This is an optimization exercise on Yosys and OpenROAD, whose aim is small area and a short achievable clock period, not a production implementation. In this exercise RTL edits were held to simulation tests only and were not proved equivalent to the original.

## try-ember
// r19c_top
module r19c_top (
    input  wire        clk,
    input  wire        rst,
    input  wire        tmr_en,
    input  wire        ie_clr,
    input  wire        ie_set,
    input  wire        tset,
    input  wire [63:0] tset_val,
    input  wire [9:0]  adc_raw,
    input  wire        rev,
    input  wire        echo,
    output wire        trig,
    output wire        status,
    output wire [4:0]  hours,
    output wire [5:0]  minutes,
    output wire [5:0]  seconds,
    output wire [1:0]  clkmode,
    output reg         mainmode,
    output wire [31:0] dist_cm,
    output wire        dist_valid,
    output wire [1:0]  rres,
    output wire [63:0] now_us,
    output wire [63:0] now_ms,
    output reg         hb_stb,
    output reg         sample_stb,
    output reg         view_stb
);
Size: ~280 flip-flops, ~270 I/O pins, about 31000 um^2 of cells after synthesis.
make LEC_CHECK=0 ABC_AREA=1 CAP_MARGIN=20 CORE_MARGIN=2 CORE_UTILIZATION=55 SLEW_MARGIN=20 finish   # period 130.0 ns
run.sh (not shown) runs the stock make flow with config.mk's settings and CLKGATE_MAP_FILE= SYNTH_SCRIPT=/design/flow/synth_recipe.tcl, a recipe that flattens the netlist after the stock synthesis.
For try-fjord, these inputs were changed with respect to try-ember:
- CORE_UTILIZATION changed from 55 to 40
Results
[try-fjord vs try-ember] layout filler cell count: higher in try-fjord
The fmax on try-fjord is in line with that on try-ember.
Between try-fjord and try-ember, the total congestion overflow does not differ in any meaningful way.
try-fjord vs. try-ember: number of buffers outside the clock class in the layout has increased, actual transition at the worst max-transition pin increased 0.0080 ns.
Setup changes, try-fjord to try-maple
- an added PLACE_DENSITY of 0.8
- a change of CORE_UTILIZATION from 40 to 70
## What came out
Of try-maple and try-fjord, the lower routed length per instance belongs to try-fjord.
Note that the via count normalized by instance count recorded for try-fjord amounts to 0.893 times the value seen in try-maple.

r19c_top, a different RTL version from the one above (not shown whole).
Size in the first run: ~4900 cells after synthesis, ~270 I/O pins, ~29000 µm² of cells after synthesis.
Settings: LEC_CHECK=0, ABC_AREA=1, CAP_MARGIN=20, CORE_MARGIN=2, CORE_UTILIZATION=70, PLACE_DENSITY=0.8, SLEW_MARGIN=20; clock period 130.0 ns.
standard.sh (not shown) runs the stock make flow with config.mk's settings and CLKGATE_MAP_FILE= SYNTH_SCRIPT=/design/flow/synth_recipe.tcl, a recipe that flattens the netlist after the stock synthesis.
==> flow/flow/run.sh <==
#!/bin/bash
# Layout flow: the standard synthesis, then an area-oriented re-mapping of the
# combinational logic that is off the time-critical paths, then the standard layout.
#
# The cells kept as synthesis mapped them are the flip-flops and the fan-in cones of the
# divider's cut registers (u_tb.q_hi*, u_tb.s_hi*) and of the now_ms outputs; those cones
# hold the paths from the inputs and to the outputs that set the period. Everything else
# is re-mapped by ABC (remap.abc) for area. Each tool writes its own log here.
set -euo pipefail
W=$(pwd)
R=$W/orfs/results/${FLOW_PLATFORM}/r19c_top/base
LIB=${FLOW_HOME}/platforms/${FLOW_PLATFORM}/lib/sky130_fd_sc_hd__tt_025C_1v80.lib
YOSYS=${FLOW_HOME}/../tools/install/yosys/bin/yosys
[[ -x $YOSYS ]] || YOSYS=yosys

bash standard.sh synth > synth.log 2>&1
cp "$R/1_2_yosys.v" netlist_std.v

remap_ok=0
if python3 flow/crit.py netlist_std.v keep.v stubs.v "$LIB" 'u_tb.q_hi,u_tb.s_hi' 'now_ms' > crit.log 2>&1; then
  cat > remap.ys <<EOT
read_liberty -ignore_miss_func $LIB
read_verilog stubs.v
read_verilog keep.v
hierarchy -top ${FLOW_TOP}
flatten
rename -hide w:*.*
opt_clean -purge
abc -script $W/flow/remap.abc -liberty $LIB -dont_use *lpflow* -dont_use *probe* -dont_use *clkdly* -dont_use *dlygate* -dont_use *clkbuf* -dont_use *clkinv*
opt_clean -purge
splitnets
opt_clean -purge
hilomap -singleton -hicell sky130_fd_sc_hd__conb_1 HI -locell sky130_fd_sc_hd__conb_1 LO
insbuf -buf sky130_fd_sc_hd__buf_4 A X
opt_clean -purge
stat
write_verilog -noattr -nohex -nodec remapped_keep.v
EOT
  if "$YOSYS" -s remap.ys > remap.log 2>&1; then
    sed 's/KEEP_sky130/sky130/g' remapped_keep.v > remapped.v
    if python3 flow/ffcheck.py netlist_std.v remapped.v > ffcheck.log 2>&1; then
      remap_ok=1
    fi
  fi
fi
echo "remap_ok=$remap_ok" > remap_status.log
if [[ $remap_ok == 1 ]]; then
  cp remapped.v "$R/1_2_yosys.v"
  touch "$R/1_2_yosys.v"
fi

# Port buffers: a plain buffer in place of the delay buffer the tool picks by itself.
bash standard.sh "BUFFER_PORTS_ARGS=-buffer_cell sky130_fd_sc_hd__buf_2" finish > layout.log 2>&1
Other scripts of this flow, unchanged in this note and not shown: flow/flow/crit.py, flow/flow/ffcheck.py, flow/flow/remap.abc
The starting point completed without violations.
Rerun with:
--- a/flow/flow/run.sh
+++ b/flow/flow/run.sh
@@ -50,4 +50,3 @@
 fi
 
-# Port buffers: a plain buffer in place of the delay buffer the tool picks by itself.
-bash standard.sh "BUFFER_PORTS_ARGS=-buffer_cell sky130_fd_sc_hd__buf_2" finish > layout.log 2>&1
+bash standard.sh > layout.log 2>&1
Effect:
- sequential share of layout area goes down by 0.64 points
- routed wire length goes up by 1.1%
- first-iteration DRC count goes up by 7.5%
- worst setup slack is worse by 0.44 ns
- maximum frequency goes down by 1.2%
- via count barely changes
- area after synthesis is unchanged
- core utilization goes up by 2.9 points
Rerun with:
--- a/flow/flow/run.sh
+++ b/flow/flow/run.sh
@@ -50,3 +50,4 @@
 fi
 
-bash standard.sh > layout.log 2>&1
+# Port buffers: a plain buffer in place of the delay buffer the tool picks by itself.
+bash standard.sh "BUFFER_PORTS_ARGS=-buffer_cell sky130_fd_sc_hd__buf_1" finish > layout.log 2>&1
Core utilization shrinks by 3.6 points.
Non-clock buffer count grows by 2.
Cell count stays flat.
Clock skew shrinks by 0.0066 ns.
Die area stays the same.
Area after synthesis does not change.
Routed wire length shrinks by about 2.5%.
Via count shrinks by 1.7%.
Worst setup slack gets better by 0.39 ns.
Worst hold slack gets better by 0.0047 ns.
Rerun with:
--- a/flow/config.mk
+++ b/flow/config.mk
@@ -10,4 +10,6 @@
 export CORE_MARGIN = 2
 export CORE_UTILIZATION = 70
+export CTS_CLUSTER_DIAMETER = 60
+export CTS_CLUSTER_SIZE = 24
 export PLACE_DENSITY = 0.8
 export SLEW_MARGIN = 20
Outcome: The changed run completed without violations; setup slack is worse by 0.041 ns; clock-buffer cell count decreases by 13; global-route usage fell by 0.34 points; hold slack is about the same; clock skew increases by 0.015 ns.

-- what the ideal ports hide --
In the flow no input, the clock included, has a driving cell. The finished layouts below were timed again as built, in two steps.
Step 1: set_driving_cell puts a clkbuf_16 on clk and a buf_2 on each other input, an assumption about the parent block.
Step 2, shift: input delay + t, output delay - t, t = (earliest + latest rising clock arrival at the registers) / 2. This alone moves slack from input paths to output paths.
Three values: no drivers, after step 1, after step 2; two values: the first two.
run	t, ns	setup WS [ns]	hold slack, ns	slew at the worst register clock pin (ns)
try-ember	0.611	91.613 / 91.549 / 91.555	0.454 / 0.454 / 0.454	0.06 / 0.06
try-fjord	0.628	91.580 / 91.512 / 91.399	0.467 / 0.467 / 0.467	0.06 / 0.06
try-maple	0.603	91.687 / 91.632 / 91.189	0.467 / 0.467 / 0.467	0.07 / 0.07
the first run of note 2	0.616	93.256 / 93.197 / 93.021	0.459 / 0.459 / 0.459	0.07 / 0.07
the second run of note 2	0.608	92.820 / 92.757 / 92.531	0.460 / 0.460 / 0.460	0.06 / 0.06
the third run of note 2	0.609	93.215 / 93.160 / 92.954	0.464 / 0.464 / 0.464	0.06 / 0.06
the fourth run of note 2	0.663	93.174 / 93.112 / 92.950	0.466 / 0.466 / 0.466	0.09 / 0.09
After both steps setup and hold are still met in every run listed. The setup slack of try-maple, which loses most, moves by -0.055 ns with the drivers and by -0.498 ns with both steps.
